Source: an optimization exercise on an open RTL-to-GDS flow (aim: small area, a short achievable clock period and few clock cycles per item). Production flows keep margins and buffers that such runs may drop. No functional check of the RTL was part of any run shown here. Power is estimated from default activity; no workload was simulated.

===== flow/design.v =====
module gsm7_septet (
    input  wire        clk,
    input  wire        rst,           
    input  wire        cmd_valid,
    output wire        cmd_ready,
    input  wire [2:0]  cmd_op,
    input  wire [15:0] cmd_len,
    input  wire [7:0]  cmd_hdr_len,
    input  wire        in_valid,
    output wire        in_ready,
    input  wire [31:0] in_data,
    output wire        out_valid,
    input  wire        out_ready,
    output wire [7:0]  out_data,
    output wire        res_valid,
    input  wire        res_ready,
    output wire [7:0]  res_err,
    output wire [7:0]  res_count
);
    reg         busy;        
    reg         crdy;        
    reg         rv;          
    reg         flt;         
    reg         m_pack;      
    reg         m_hex;       
    reg         pre;         
    reg         more;        
    reg  [10:0] rem;         
    reg  [7:0]  cnt;         
    reg  [2:0]  hl;          
    reg  [14:0] acc;         
    reg  [3:0]  k;           
    reg         hexhi;       
    reg         skip;        
    reg  [4:0]  err;
    reg  [7:0]  ob;          
    reg         ov;          
    reg         olo;         
    wire len_big = (|cmd_len[15:11]) | (cmd_len[10] & (|cmd_len[9:0]));
    wire op_pack = (cmd_op == 3'd0);
    wire op_hdr  = (cmd_op == 3'd1);
    reg  [4:0] pf;
    always @* begin
        if (cmd_op[2] & cmd_op[1])                     pf = 5'h10;
        else if (len_big)                              pf = 5'h12;
        else if (cmd_op == 3'd5)                       pf = 5'h03;
        else if (op_pack & (|cmd_len[10:8]))           pf = 5'h19;
        else if (op_hdr & (cmd_hdr_len > 8'd6))        pf = 5'h17;
        else if (op_hdr & (cmd_len[10:0] > 11'd248))   pf = 5'h19;
        else                                           pf = 5'h00;
    end
    wire pf_any = |pf;
    wire [7:0] len_byte = cmd_len[7:0] + {5'd0, op_hdr, op_hdr, op_hdr};
    wire hl_nz   = |hl;
    wire pre_hdr = pre & hl_nz;
    wire auto_st = pre & ~hl_nz;                     
    wire pre_bit = pre & cnt[2] & cnt[1];            
    wire space   = ~k[3];
    wire done_in = ~pre & ~more;
    assign in_ready = (pre ? hl_nz : more) & (skip | space | hexhi);
    wire fire  = in_valid & in_ready;
    wire st_on = auto_st ? (skip | space) : fire;
    wire go    = st_on & ~skip;                      
    wire hi24 = |in_data[31:8];
    wire c_dig = (in_data[7:4] == 4'h3) & (in_data[3:0] <= 4'h9);
    wire c_let = ~in_data[7] & in_data[6] & (in_data[4:3] == 2'b00) &
                 (in_data[2:0] != 3'd0) & (in_data[2:0] != 3'd7);
    wire c_hex = ~hi24 & (c_dig | c_let);
    wire [3:0] hv = in_data[6] ? (in_data[3:0] + 4'd9) : in_data[3:0];
    wire w8 = pre ? ~pre_bit : ~m_pack & (~m_hex | hexhi);
    wire w7 = ~pre & m_pack;
    wire w1 = pre_bit;
    reg  [7:0] sx;          
    reg        st_fault;
    reg  [4:0] st_err;
    reg        st_commit;   
    always @* begin
        sx = in_data[7:0]; st_fault = hi24; st_err = 5'h13; st_commit = 1'b0;
        if (pre) begin
            if (auto_st) sx = 8'd0;
        end else if (m_pack) begin
            sx = {1'b0, in_data[6:0]};
            st_fault = hi24 | in_data[7];
            st_err = 5'h18;
        end else if (m_hex) begin
            st_err = 5'h15;
            st_fault = ~c_hex;
            if (!hexhi) begin
                sx = {hv, 4'd0};
                if (c_hex & (rem == 11'd1)) begin st_fault = 1'b1; st_err = 5'h16; end
            end else begin
                sx = {4'd0, hv};
                st_commit = 1'b1;
            end
        end else begin
            st_commit = 1'b1;
        end
    end
    wire [14:0] ins = {7'd0, sx} << k[2:0];
    wire [14:0] tot = acc | (go ? ins : 15'd0);
    wire [3:0]  kw  = w8 ? {1'b1, k[2:0]} : w7 ? ({1'b0, k[2:0]} + 4'd7) :
                      w1 ? ({1'b0, k[2:0]} + 4'd1) : {1'b0, k[2:0]};
    wire [3:0]  kt  = go ? kw : k;
    wire k7     = &k[2:0];
    wire ofree  = ~ov | (out_ready & (olo | ~m_pack));
    wire av_go  = w8 | (w7 & (|k[2:0])) | ((w1 | ~m_pack) & k7);
    wire av_no  = k[3] | (m_pack ? (done_in & (|k[2:0])) : k7);
    wire avail  = go ? av_go : av_no;
    wire load   = ofree & avail;
    wire left   = k[3] | (m_pack ? (|k[2:0]) : k7);      
    wire       h_a  = ob[3] & (ob[2] | ob[1]);            
    wire [7:0] hexc = {1'b0, h_a, ~h_a, ~h_a,
                       ~h_a & ob[3],
                       h_a ? (ob[2] & (ob[1] | ob[0])) : ob[2],
                       h_a ? ~(ob[1] ^ ob[0]) : ob[1],
                       ob[0] ^ h_a};
    assign out_valid = ov;
    assign out_data  = m_pack ? hexc : {1'b0, ob[6:0]};
    assign res_valid = rv;
    assign res_err   = {3'd0, err};
    assign res_count = flt ? 8'd0 : cnt;
    assign cmd_ready = crdy;
    always @(posedge clk) begin
        if (rst) begin
            busy <= 1'b0;
            crdy <= 1'b1;
            rv   <= 1'b0;
            ov   <= 1'b0;
            pre  <= 1'b0;
            more <= 1'b0;
        end else begin
            if (!busy) begin
                if (cmd_valid) begin
                    busy   <= 1'b1;
                    crdy   <= 1'b0;
                    flt    <= pf_any;
                    m_pack <= (op_pack | op_hdr) & ~pf_any;
                    m_hex  <= (cmd_op == 3'd2);
                    pre    <= op_hdr & ~pf_any;
                    more   <= ~pf_any & (|cmd_len[10:0]);
                    rem    <= cmd_len[10:0];
                    cnt    <= 8'd0;
                    hl     <= cmd_hdr_len[2:0];
                    acc    <= 15'd0;
                    k      <= 4'd0;
                    hexhi  <= 1'b0;
                    skip   <= pf_any;
                    err    <= pf;
                    ob     <= {len_byte[3:0], len_byte[7:4]};
                    ov     <= (op_pack | op_hdr) & ~pf_any;
                    olo    <= 1'b0;
                end
            end else begin
                if (fire & ~pre) begin
                    rem  <= rem - 11'd1;
                    more <= (rem != 11'd1);
                end
                if (fire & pre) hl <= hl - 3'd1;
                if (pre_bit & st_on) pre <= 1'b0;
                if (fire & ~skip & st_fault) begin
                    skip <= 1'b1;
                    flt  <= 1'b1;
                    err  <= st_err;
                end
                if (m_hex & fire) hexhi <= ~hexhi;
                if (pre ? st_on : (go & (m_pack | st_commit)))
                    cnt <= cnt + ((~m_pack & (cnt[2:0] == 3'd6)) ? 8'd2 : 8'd1);
                if (go & st_commit & (cnt == 8'd158))
                    skip <= 1'b1;                           
                if (ov & out_ready) begin
                    if (m_pack & ~olo) begin
                        olo     <= 1'b1;
                        ob[3:0] <= ob[7:4];
                    end else
                        ov  <= 1'b0;
                end
                if (load) begin
                    ob  <= m_pack ? {tot[3:0], tot[7:4]} : {1'b0, tot[6:0]};
                    ov  <= 1'b1;
                    olo <= 1'b0;
                    if (m_pack) begin
                        acc <= {8'd0, tot[14:8]};
                        k   <= kt[3] ? {1'b0, kt[2:0]} : 4'd0;
                    end else begin
                        acc <= {7'd0, tot[14:7]};
                        k   <= kt - 4'd7;
                    end
                end else begin
                    acc <= tot;
                    k   <= kt;
                end
                if (!rv && done_in && !left && ofree)
                    rv <= 1'b1;
                if (rv && res_ready) begin
                    rv   <= 1'b0;
                    busy <= 1'b0;
                    crdy <= 1'b1;
                end
            end
        end
    end
endmodule

===== flow/flow/run.sh =====
#!/bin/bash
# Standard layout, with plain buffers (not delay cells) on the ports.
set -euo pipefail
export BUFFER_PORTS_ARGS="-buffer_cell sky130_fd_sc_hd__buf_1"
bash standard.sh > standard.log 2>&1

===== flow/standard.sh =====
#!/bin/bash
# synth_recipe.tcl (not shown) runs the flow's synth.tcl, then flattens the netlist and writes it again
# the make line also repeats each setting of config.mk as NAME=value (left out here)
make -C /OpenROAD-flow-scripts/flow DESIGN_CONFIG=/design/flow/config.mk WORK_HOME=/design/flow/orfs CLKGATE_MAP_FILE= SYNTH_SCRIPT=/design/flow/synth_recipe.tcl "${@:-finish}"

===== flow/config.mk =====
export PLATFORM = sky130hd
export DESIGN_NAME = gsm7_septet
export DESIGN_NICKNAME = gsm7_septet
export VERILOG_FILES = /design/flow/design.v
export SDC_FILE = /design/flow/constraint.sdc
export NUM_CORES = 4
export LEC_CHECK = 0
export CAP_MARGIN = 20
export CORE_MARGIN = 2
export CORE_UTILIZATION = 40
export SETUP_SLACK_MARGIN = 3
export SLEW_MARGIN = 20

===== flow/constraint.sdc =====
create_clock -name core_clock -period 7.0 [get_ports {clk}]
set_input_delay 1.4000 -clock core_clock [delete_from_list [all_inputs] [get_ports {clk}]]
set_output_delay 1.4000 -clock core_clock [all_outputs]
set_load 0.01 [all_outputs]

==> impl_metrics.env, run 1 <==
export IMPL_grt_pass1_wl_um=24400
export IMPL_reg2reg_from="k[1]"
export IMPL_setup_viol=0
export IMPL_netlist_area_um2=5340
export IMPL_die_h_um=120
export IMPL_dr_wl_met3_um=721
export IMPL_postCtsSetupBuffers=0
export IMPL_ios=93
export IMPL_synth_edf_count=60
export IMPL_initial_core_util=0.406
export IMPL_antenna_left=0
export IMPL_power_frac_clock=0.391
export IMPL_dieArea_um2=14300
export IMPL_p_per_area_nw_per_um2=191
export IMPL_arrival_ns=3.77
export IMPL_drc_errors=0
export IMPL_hp_start="rv"
export IMPL_rsz0062_at_grt="false"
export IMPL_root_buffer="clkbuf_16"
export IMPL_drt_initial_drc_count=388
export IMPL_worst_slew_pin_transition_ns=0.935
export IMPL_swShare=0.292
export IMPL_drtPass1Iterations=5
export IMPL_syn_area_per_cell_um2=8.99
export IMPL_worst_path_max_fanout=8
export IMPL_synth_xor_area_frac=0.0394
export IMPL_drv_cap=0
export IMPL_cp_required_ns=7.10
export IMPL_slew_headroom=0.374
export IMPL_slew_violations=0
export IMPL_hpwl_um=11400
export IMPL_internal_power_mw=0.819
export IMPL_end_kind="flop"
export IMPL_fin_skew_ns=0.00871
export IMPL_p_comb_frac=0.188
export IMPL_p_seq_frac=0.422
export IMPL_ys_flop_type="edfxtp_1"
export IMPL_syn2layout_area_growth_pct=13.4
export IMPL_portBuffers=88
export IMPL_cts_tree="yes"
export IMPL_synth_cells=594
export IMPL_total_leakage_power_nw=2.12
export IMPL_nets=757
export IMPL_hold_slack_ns=0.538
export IMPL_finalHoldViolations=0
export IMPL_yosys_register_bits=66
export IMPL_antenna_found_initial=0
export IMPL_wl_um=15000
export IMPL_synth_seq_area_share=0.360
export IMPL_fp_dieW_um=120
export IMPL_wl_met1_um=7110
export IMPL_status="no timing/DRC/antenna violations"
export IMPL_via_per_inst=5.76
export IMPL_num_fill_cells=1327
export IMPL_drive_above_1_share=0.0741
export IMPL_finalCritPeriodShare=0.525
export IMPL_ys_types=87
export IMPL_synthAdderAreaFrac=0.0544
export IMPL_cts_sinks=66
export IMPL_synth_top_family_by_area="simple AND/OR/NAND/NOR gates"
export IMPL_critPathLaunch="in_data[0]"
export IMPL_worstSkewPairLatency_ns=0.34
export IMPL_synthTopCellsByArea="edfxtp_1 (34%), ha_1 (4.7%), a21oi_1 (3.8%)"
export IMPL_synth_compound_area_frac=0.217
export IMPL_via_count=4900
export IMPL_std_cell_rows=42
export IMPL_diodes=0
export IMPL_period_needed_ns=3.67
export IMPL_wl_per_cell_um=17.6
export IMPL_tns_ns=0
export IMPL_top_layer_used="met4"
export IMPL_yosysTopAreaCellShare=0.338
export IMPL_track_usage=0.212
export IMPL_htree_levels=3
export IMPL_min_path_type="flop to flop"
export IMPL_cts_buffers=9
export IMPL_async_reset_ff_frac=0
export IMPL_yosysTopAreaCell="edfxtp_1"
export IMPL_p_sw_mw=0.337
export IMPL_core_um2=13100
export IMPL_startpoint_type="input pin"
export IMPL_grt_max_degree=54
export IMPL_ir_drop_mv=0.146
export IMPL_grt_overflow=0
export IMPL_ys_warnings_count=1
export IMPL_critical_path_class="input pin to flop"
export IMPL_yosys_area_share_simple=0.257
export IMPL_grt_pass1_vias=4763
export IMPL_muxShareOfSynthArea=0.0197
export IMPL_clk_pin_slew_ns=0.06
export IMPL_gp_congestion=0.868
export IMPL_wl_met2_um=6970
export IMPL_fmax_mhz=272
export IMPL_clk_path_buf_depth=2
cell families (layout without fill, tap and decap cells):
family,Yosys count,after routing
compound gates,165,165
xor+xnor,24,24
fa+ha+maj,22,22
buf+inv,59,137
flops,66,66
mux,10,10
other cells,1,4
simple gates,247,247
stage by stage:
step	power (mW)	instances	worst slack (ns)	area [um^2]	util
floorplan	0.639	597	3.66	5350	-
global placement	0.705	835	3.10	5760	0.438
detailed placement	0.710	835	3.02	5760	0.438
CTS	1.16	851	3.30	6050	0.460
global route	1.21	851	3.11	6050	0.461
finish	1.16	851	3.33	6050	0.461
registers in the layout (all words and copies together), names as in the netlist, 3 cells and up:
register	cells
cnt	8
ob	8
err	5
hl	3
acc	15
k	4
rem	11
synth_stat cells, types with 5 or more instances:
| master | instances |
|---|---|
| nand2_1 | 44 |
| a31oi_1 | 13 |
| nor2b_1 | 20 |
| o21ai_0 | 23 |
| nand2b_1 | 16 |
| nand4_1 | 8 |
| nor3_1 | 9 |
| and2_1 | 19 |
| and3_1 | 7 |
| edfxtp_1 | 60 |
| a211oi_1 | 5 |
| nand3_1 | 17 |
| or3_1 | 5 |
| mux2i_1 | 6 |
| a21o_1 | 6 |
| nor4_1 | 9 |
| a21oi_1 | 41 |
| nor2_1 | 54 |
| buf_4 | 10 |
| inv_1 | 29 |
| buf_2 | 5 |
| xnor2_1 | 14 |
| o221ai_1 | 7 |
| xor2_1 | 10 |
| clkbuf_1 | 11 |
| ha_1 | 20 |
| dfxtp_1 | 6 |
| o22ai_1 | 10 |
layout by cell type (no fill, tap or decap), types with 5 or more instances in the layout:
master / n
nand3_1: 17
mux2i_1: 6
a211oi_1: 5
xnor2_1: 14
a31oi_1: 13
xor2_1: 10
nor3_1: 9
nor4_1: 9
nand2_1: 44
nand2b_1: 16
and2_1: 19
and3_1: 7
a21oi_1: 40
edfxtp_1: 60
or3_1: 5
a21o_1: 6
nor2b_1: 20
buf_1: 88
ha_1: 20
nor2_1: 54
o22ai_1: 10
o221ai_1: 7
inv_1: 29
o21ai_0: 23
clkbuf_16: 9
nand4_1: 8
power by group through the flow:
stage               registers (mW)  logic [mW]  clock network (mW)
floorplan                    0.483       0.157                   0
global placement             0.495       0.210                   0
detailed placement           0.496       0.214                   0
CTS                          0.488       0.216               0.456
global route                 0.491       0.241               0.475
finish                       0.488       0.217               0.452
path summary, 6_finish.rpt:
kind,cells past startpoint,endpoint,slack (ns)
worst max register to register,9,ob[1],3.34
worst min-delay path,1,busy,0.54
worst max-delay path,9,skip,3.33
worst min register to register,1,busy,0.54
cell type report:
class | instances | area (um^2) | area share
well taps | 176 | 220 | 0.0364
inverters | 31 | 116 | 0.0192
multi-input cells | 472 | 3150 | 0.521
repair buffers | 90 | 345 | 0.0570
clock inverters | 7 | 68.8 | 0.0114
clock buffers | 9 | 225 | 0.0372
flip-flops and latches | 66 | 1920 | 0.318
worst max-delay path, cell delays in order:
cell	delay, ns
buf_1	0.33
inv_1	0.13
ha_1	0.22
a2111o_1	0.40
a221oi_1	0.49
a21oi_1	0.14
o21bai_1	0.17
a21oi_1	0.24
o21bai_1	0.26
routing by layer:
layer	vias up	track usage
met5	-	0
met4	0	0.0654
met2	148	0.334
li1	2385	-
met3	17	0.0418
met1	2350	0.296
repair_timing:
action,CTS,global route
resized for setup,0,1
hold buffers,0,0
endpoints found under the setup margin,0,5
hold endpoints to repair,0,0
==> inputs of run 2 (changes only) <==
--- a/flow/config.mk
+++ b/flow/config.mk
@@ -10,3 +10,3 @@
 export CORE_UTILIZATION = 40
-export SETUP_SLACK_MARGIN = 3
+export SETUP_SLACK_MARGIN = 3.5
 export SLEW_MARGIN = 20
==> impl_metrics.env, run 2 <==
export IMPL_status="no timing/DRC/antenna violations"
export IMPL_dieArea_um2=14300
export IMPL_arrival_ns=3.45
export IMPL_fin_skew_ns=0.00925
export IMPL_cp_required_ns=7.09
export IMPL_drc_errors=0
export IMPL_wl_um=15100
export IMPL_total_leakage_power_nw=2.16
export IMPL_grt_pass1_vias=4774
export IMPL_ys_types=87
export IMPL_utilization=0.468
export IMPL_antenna_left=0
export IMPL_gp_congestion=0.868
export IMPL_final_common_cell="buf_1"
export IMPL_reg2reg_depth=9
export IMPL_grt_max_degree=54
export IMPL_yosysTopAreaCell="edfxtp_1"
export IMPL_finalHoldViolations=0
export IMPL_htree_levels=3
export IMPL_clk_path_buf_depth=2
export IMPL_cts_tree="yes"
export IMPL_track_usage=0.213
export IMPL_end_kind="flop"
export IMPL_hold_path_endpoint="busy"
export IMPL_synth_common_cells="edfxtp_1 (60), nor2_1 (54), nand2_1 (44), a21oi_1 (41), inv_1 (29)"
export IMPL_startpoint_type="input pin"
export IMPL_largest_registers="acc x15, rem x11"
export IMPL_ys_flop_type="edfxtp_1"
export IMPL_tns_ns=0
export IMPL_p_sw_mw=0.342
export IMPL_fmax_mhz=298
export IMPL_worst_path_max_fanout=8
export IMPL_die_h_um=120
export IMPL_synthTopCellsByArea="edfxtp_1 (34%), ha_1 (4.7%), a21oi_1 (3.8%)"
export IMPL_syn2layout_area_growth_pct=15.3
export IMPL_internal_power_mw=0.823
export IMPL_cts_sinks=66
export IMPL_syn_area_per_cell_um2=8.99
export IMPL_ir_drop_mv=0.146
export IMPL_root_buffer="clkbuf_16"
export IMPL_critPathLaunch="in_data[0]"
export IMPL_ios=93
export IMPL_synth_seq_area_share=0.360
export IMPL_synth_most_common_cell="edfxtp_1"
export IMPL_synth_cells=594
export IMPL_clk_pin_slew_ns=0.06
export IMPL_std_cell_rows=42
export IMPL_initial_core_util=0.406
export IMPL_diodes=0
export IMPL_rr_endpoint="ob[0]"
export IMPL_muxShareOfSynthArea=0.0197
export IMPL_netlist_area_um2=5340
export IMPL_worstSkewPairLatency_ns=0.35
export IMPL_synth_xor_area_frac=0.0394
export IMPL_setup_slack_ns=3.64
export IMPL_nets=763
export IMPL_grt_overflow=0
export IMPL_swShare=0.293
export IMPL_reg2reg_from="k[0]"
export IMPL_hp_start="rv"
export IMPL_yosys_area_share_simple=0.257
export IMPL_yosys_register_bits=66
export IMPL_synth_compound_area_frac=0.217
export IMPL_async_reset_ff_frac=0
export IMPL_min_path_type="flop to flop"
export IMPL_worst_slew_pin_transition_ns=0.957
export IMPL_via_count=4951
export IMPL_portBuffers=88
export IMPL_slew_violations=0
export IMPL_p_per_area_nw_per_um2=189
export IMPL_yosysTopAreaCellShare=0.338
export IMPL_synth_top_family_by_area="simple AND/OR/NAND/NOR gates"
export IMPL_hpwl_um=11400
export IMPL_synthAdderAreaFrac=0.0544
export IMPL_fp_dieW_um=120
export IMPL_top_register="acc"
export IMPL_period_needed_ns=3.36
export IMPL_p_seq_frac=0.418
export IMPL_ys_warnings_count=1
export IMPL_via_per_inst=5.78
export IMPL_setup_viol=0
export IMPL_synth_edf_count=60
export IMPL_finalCritPeriodShare=0.480
export IMPL_grt_pass1_wl_um=24400
export IMPL_min_path_cells=1
export IMPL_hold_slack_ns=0.538
export IMPL_drt_initial_drc_count=348
export IMPL_dp_slack_ns=3.02
export IMPL_largest_reg_flops=15
export IMPL_drtPass1Iterations=5
export IMPL_rsz0062_at_grt="false"
export IMPL_core_um2=13100
export IMPL_drv_cap=0
export IMPL_cts_buffers=9
export IMPL_wl_per_cell_um=17.6
export IMPL_antenna_found_initial=0
export IMPL_hold_buffers=0
export IMPL_critical_path_class="input pin to flop"
export IMPL_p_comb_frac=0.191
export IMPL_mostFrequentLayoutCells="buf_1 (83), edfxtp_1 (60), nor2_1 (52)"
export IMPL_ff2ff_setup_slack_ns=3.71
export IMPL_drive_above_1_share=0.106
export IMPL_power_frac_clock=0.391
export IMPL_slew_headroom=0.358
run 2: what timing repair did:
item,4_1_cts,5_1_grt
gates resized for setup,6,14
hold endpoints to repair,0,0
setup buffers,0,6
endpoints found under the setup margin,22,31
pin swaps,0,4
run 2: per-stage QoR:
step / cells / power, mW / area [um^2]
3_5_place_dp: 835 / 0.710 / 5760
3_3_place_gp: 835 / 0.705 / 5760
4_1_cts: 851 / 1.16 / 6060
2_1_floorplan: 597 / 0.639 / 5350
6_report: 857 / 1.16 / 6150
5_1_grt: 857 / 1.21 / 6150
run 2: how the worst max path moves through the flow:
| stage | end | cells past startpoint |
|---|---|---|
| global placement | ob[2] | 14 |
| floorplan | ob[2] | 13 |
| CTS | ob[1] | 10 |
| global route | ob[1] | 8 |
| detailed placement | skip | 9 |
| finish | ob[1] | 10 |
run 2: kinds of logic after synthesis:
group | after synthesis
XOR/XNOR | 24
flip-flops | 66
adder cells (fa/ha/maj) | 22
AND/OR/NAND/NOR | 247
other | 1
multiplexers | 10
buffers and inverters | 59
AO/OA/AOI/OAI | 165
run 2: critical path, cell delays in order:
cell and delay, ns:
clkbuf_4 0.16, ha_1 0.21, ha_1 0.29, nand3_1 0.10, o32ai_2 0.11, o22ai_1 0.15, o22ai_1 0.15, a221oi_2 0.39
mux2i_1 0.13, a221o_1 0.36
run 2: layout make-up:
cell class              instances  area [um^2]
fillers                      1322         6980
repair buffers                 96          399
clock inverters                 7         68.8
clock buffers                   9          225
inverters                      31          123
flip-flops and latches         66         1920
multi-input cells             472         3190
well taps                     176          220
run 2: power groups by stage:
stage          Combinational (mW)  Sequential, mW  Clock (mW)
2_1_floorplan               0.157           0.483           0
3_3_place_gp                0.210           0.495           0
3_5_place_dp                0.214           0.496           0
4_1_cts                     0.217           0.488       0.456
5_1_grt                     0.248           0.490       0.475
6_report                    0.223           0.487       0.455
run 2: layer usage:
layer	track usage	share of wire
met5	0	0
met3	0.0418	0.056
met2	0.334	0.47
met4	0.0654	0.016
met1	0.296	0.46
==> inputs of run 3 (changes only) <==
--- a/flow/config.mk
+++ b/flow/config.mk
@@ -10,3 +10,3 @@
 export CORE_UTILIZATION = 40
-export SETUP_SLACK_MARGIN = 3.5
+export SETUP_SLACK_MARGIN = 4
 export SLEW_MARGIN = 20
==> impl_metrics.env, run 3 <==
export IMPL_synth_common_cells="edfxtp_1 (60), nor2_1 (54), nand2_1 (44), a21oi_1 (41), inv_1 (29)"
export IMPL_top_register="acc"
export IMPL_setup_slack_ns=3.83
export IMPL_cts_tree="yes"
export IMPL_cts_buffers=9
export IMPL_synthTopCellsByArea="edfxtp_1 (34%), ha_1 (4.7%), a21oi_1 (3.8%)"
export IMPL_ys_types=87
export IMPL_finalHoldViolations=0
export IMPL_nets=822
export IMPL_async_reset_ff_frac=0
export IMPL_drt_initial_drc_count=381
export IMPL_hold_buffers=0
export IMPL_ff2ff_setup_slack_ns=4.03
export IMPL_yosysTopAreaCellShare=0.338
export IMPL_cp_required_ns=7.20
export IMPL_tns_ns=0
export IMPL_largest_registers="acc x15, rem x11"
export IMPL_grt_max_degree=43
export IMPL_via_count=5293
export IMPL_finalCritPeriodShare=0.453
export IMPL_syn2layout_area_growth_pct=36.8
export IMPL_min_path_cells=2
export IMPL_critPathLaunch="in_data[0]"
export IMPL_gp_congestion=0.896
export IMPL_clk_path_buf_depth=2
export IMPL_initial_core_util=0.406
export IMPL_worstSkewPairLatency_ns=0.35
export IMPL_ys_warnings_count=1
export IMPL_htree_levels=3
export IMPL_end_kind="flop"
export IMPL_ys_flop_type="edfxtp_1"
export IMPL_largest_reg_flops=15
export IMPL_place_area_um2=5940
export IMPL_fin_skew_ns=0.00877
export IMPL_critical_path_class="input pin to flop"
export IMPL_netlist_area_um2=5340
export IMPL_status="no timing/DRC/antenna violations"
export IMPL_grt_pass1_wl_um=25200
export IMPL_rr_endpoint="ob[4]"
export IMPL_slew_headroom=0.377
export IMPL_via_per_inst=5.78
export IMPL_yosys_register_bits=66
export IMPL_die_h_um=120
export IMPL_total_leakage_power_nw=2.62
export IMPL_worst_path_max_fanout=7
export IMPL_p_per_area_nw_per_um2=171
export IMPL_drv_cap=0
export IMPL_utilization=0.556
export IMPL_diodes=0
export IMPL_drc_errors=0
export IMPL_root_buffer="clkbuf_16"
export IMPL_fmax_mhz=315
export IMPL_final_common_cell="buf_1"
export IMPL_mostFrequentLayoutCells="buf_1 (73), buf_4 (63), edfxtp_1 (60)"
export IMPL_synth_seq_area_share=0.360
export IMPL_critPathCapture="ob[0]"
export IMPL_reg2reg_depth=7
export IMPL_worst_slew_pin_transition_ns=0.931
export IMPL_yosysTopAreaCell="edfxtp_1"
export IMPL_track_usage=0.222
export IMPL_std_cell_rows=42
export IMPL_grt_pass1_vias=4962
export IMPL_synth_edf_count=60
export IMPL_syn_area_per_cell_um2=8.99
export IMPL_cts_sinks=66
export IMPL_design_area_um2=7300
export IMPL_setup_viol=0
export IMPL_antenna_left=0
export IMPL_synth_most_common_cell="edfxtp_1"
export IMPL_wl_per_cell_um=18.3
export IMPL_synth_cells=594
export IMPL_core_um2=13100
export IMPL_slew_violations=0
export IMPL_portBuffers=88
export IMPL_arrival_ns=3.37
export IMPL_min_path_type="flop to flop"
export IMPL_drtPass1Iterations=5
export IMPL_ios=93
export IMPL_startpoint_type="input pin"
export IMPL_drive_above_1_share=0.282
export IMPL_period_needed_ns=3.17
export IMPL_clk_pin_slew_ns=0.06
export IMPL_grt_overflow=0
export IMPL_wl_um=16800
export IMPL_antenna_found_initial=0
export IMPL_hpwl_um=11500
export IMPL_reg2reg_from="m_hex"
export IMPL_dieArea_um2=14300
export IMPL_dp_slack_ns=3.18
export IMPL_rsz0062_at_grt="true"
export IMPL_ir_drop_mv=0.126
export IMPL_fp_dieW_um=120
[run 3: changes by cell type in the layout (fill, tap and decap cells not counted), sizes merged]
cell      previous run  this run
clkinvlp             2         3
clkbuf              14        16
inv                 30        28
clkinv               5         6
buf                 91       148
[run 3: per-layer routing]
metal | track usage | routed length, um
met4 | 0.0985 | 362
met1 | 0.286 | 7030
met3 | 0.0390 | 874
met2 | 0.366 | 8510
met5 | 0 | 0
[run 3: report_power, final]
part           internal [mW]  leakage (nW)  total, mW  switching (mW)
combinational          0.135          1.87      0.304           0.169
clock                  0.274         0.137      0.458           0.184
sequential             0.462         0.619      0.487          0.0251
total                  0.871          2.62       1.25           0.378
[run 3: area by class of cell]
class | count | area (um^2)
tap | 176 | 220
fill | 1206 | 5830
inverter | 31 | 131
clock buffer | 9 | 225
clock inverter | 7 | 70.1
sequential | 66 | 1920
timing repair buffer | 155 | 986
multi-input combinational | 472 | 3750
[run 3: logic make-up after synthesis]
| logic type | synth area share |
|---|---|
| compound gates | 0.217 |
| xor+xnor | 0.0394 |
| fa+ha+maj | 0.0544 |
| buf+inv | 0.0518 |
| flops | 0.360 |
| mux | 0.0197 |
| other cells | 0.000703 |
| simple gates | 0.257 |
[run 3: critical path: stages]
cell,delay [ns]
buf_12,0.12
ha_4,0.16
ha_4,0.29
nand3_4,0.08
o32ai_4,0.17
or2_4,0.18
nand4_1,0.15
o31a_1,0.40
mux2_4,0.30
o21ai_2,0.13
[run 3: worst min-delay path by stage]
stage               startpoint  endpoint  slack, ns
floorplan                   rv      busy       0.50
global placement            rv      busy       0.53
detailed placement          rv      busy       0.57
CTS                       crdy      crdy       0.58
global route                rv      busy       0.62
finish                    crdy      crdy       0.58
[run 3: through the flow]
step                cells  hold slack (ns)  total power, mW
floorplan             597            0.504            0.650
global placement      835            0.530            0.716
detailed placement    835            0.568            0.721
CTS                   869            0.582             1.19
global route          916            0.619             1.30
finish                916            0.580             1.25
[run 3: repair_timing]
| item | 4_1_cts | 5_1_grt |
|---|---|---|
| gates resized for setup | 44 | 89 |
| endpoints found under the hold margin | 0 | 0 |
| endpoints found under the setup margin | 62 | 62 |
| cloned | 0 | 2 |
| pin swaps | 19 | 56 |
| buffers inserted | 18 | 45 |

[port drivers added, routing unchanged]
No port has a modelled driver above. Below, the same layouts with a new extraction and two added sets of constraints.
Step 1 (the two cells are an assumption about what drives the block):
set clk [get_ports {clk}]
set_driving_cell -lib_cell sky130_fd_sc_hd__clkbuf_16 $clk
set_driving_cell -lib_cell sky130_fd_sc_hd__buf_2 [delete_from_list [all_inputs] $clk]
Step 2 also shifts input and output timing later by t, the mid clock arrival at the registers, as if the neighbouring blocks saw the same clock.
Slacks: ideal / step 1 / step 2; pairs: ideal / step 1.
| run | t (ns) | slack for setup (ns) | clock arrival spread, ns | worst register clock-pin slew, ns | pins driven straight from the clock port |
|---|---|---|---|---|---|
| run 1 | 0.374 | 3.328 / 3.330 / 2.956 | 0.008 / 0.009 | 0.06 / 0.06 | 1 |
| run 2 | 0.379 | 3.639 / 3.646 / 3.267 | 0.010 / 0.010 | 0.06 / 0.06 | 1 |
| run 3 | 0.388 | 3.830 / 3.825 / 3.438 | 0.009 / 0.009 | 0.06 / 0.06 | 1 |
After both steps every run listed still meets setup and hold. The setup slack of run 3, which loses most, moves by -0.005 ns with the drivers and by -0.392 ns with both steps.
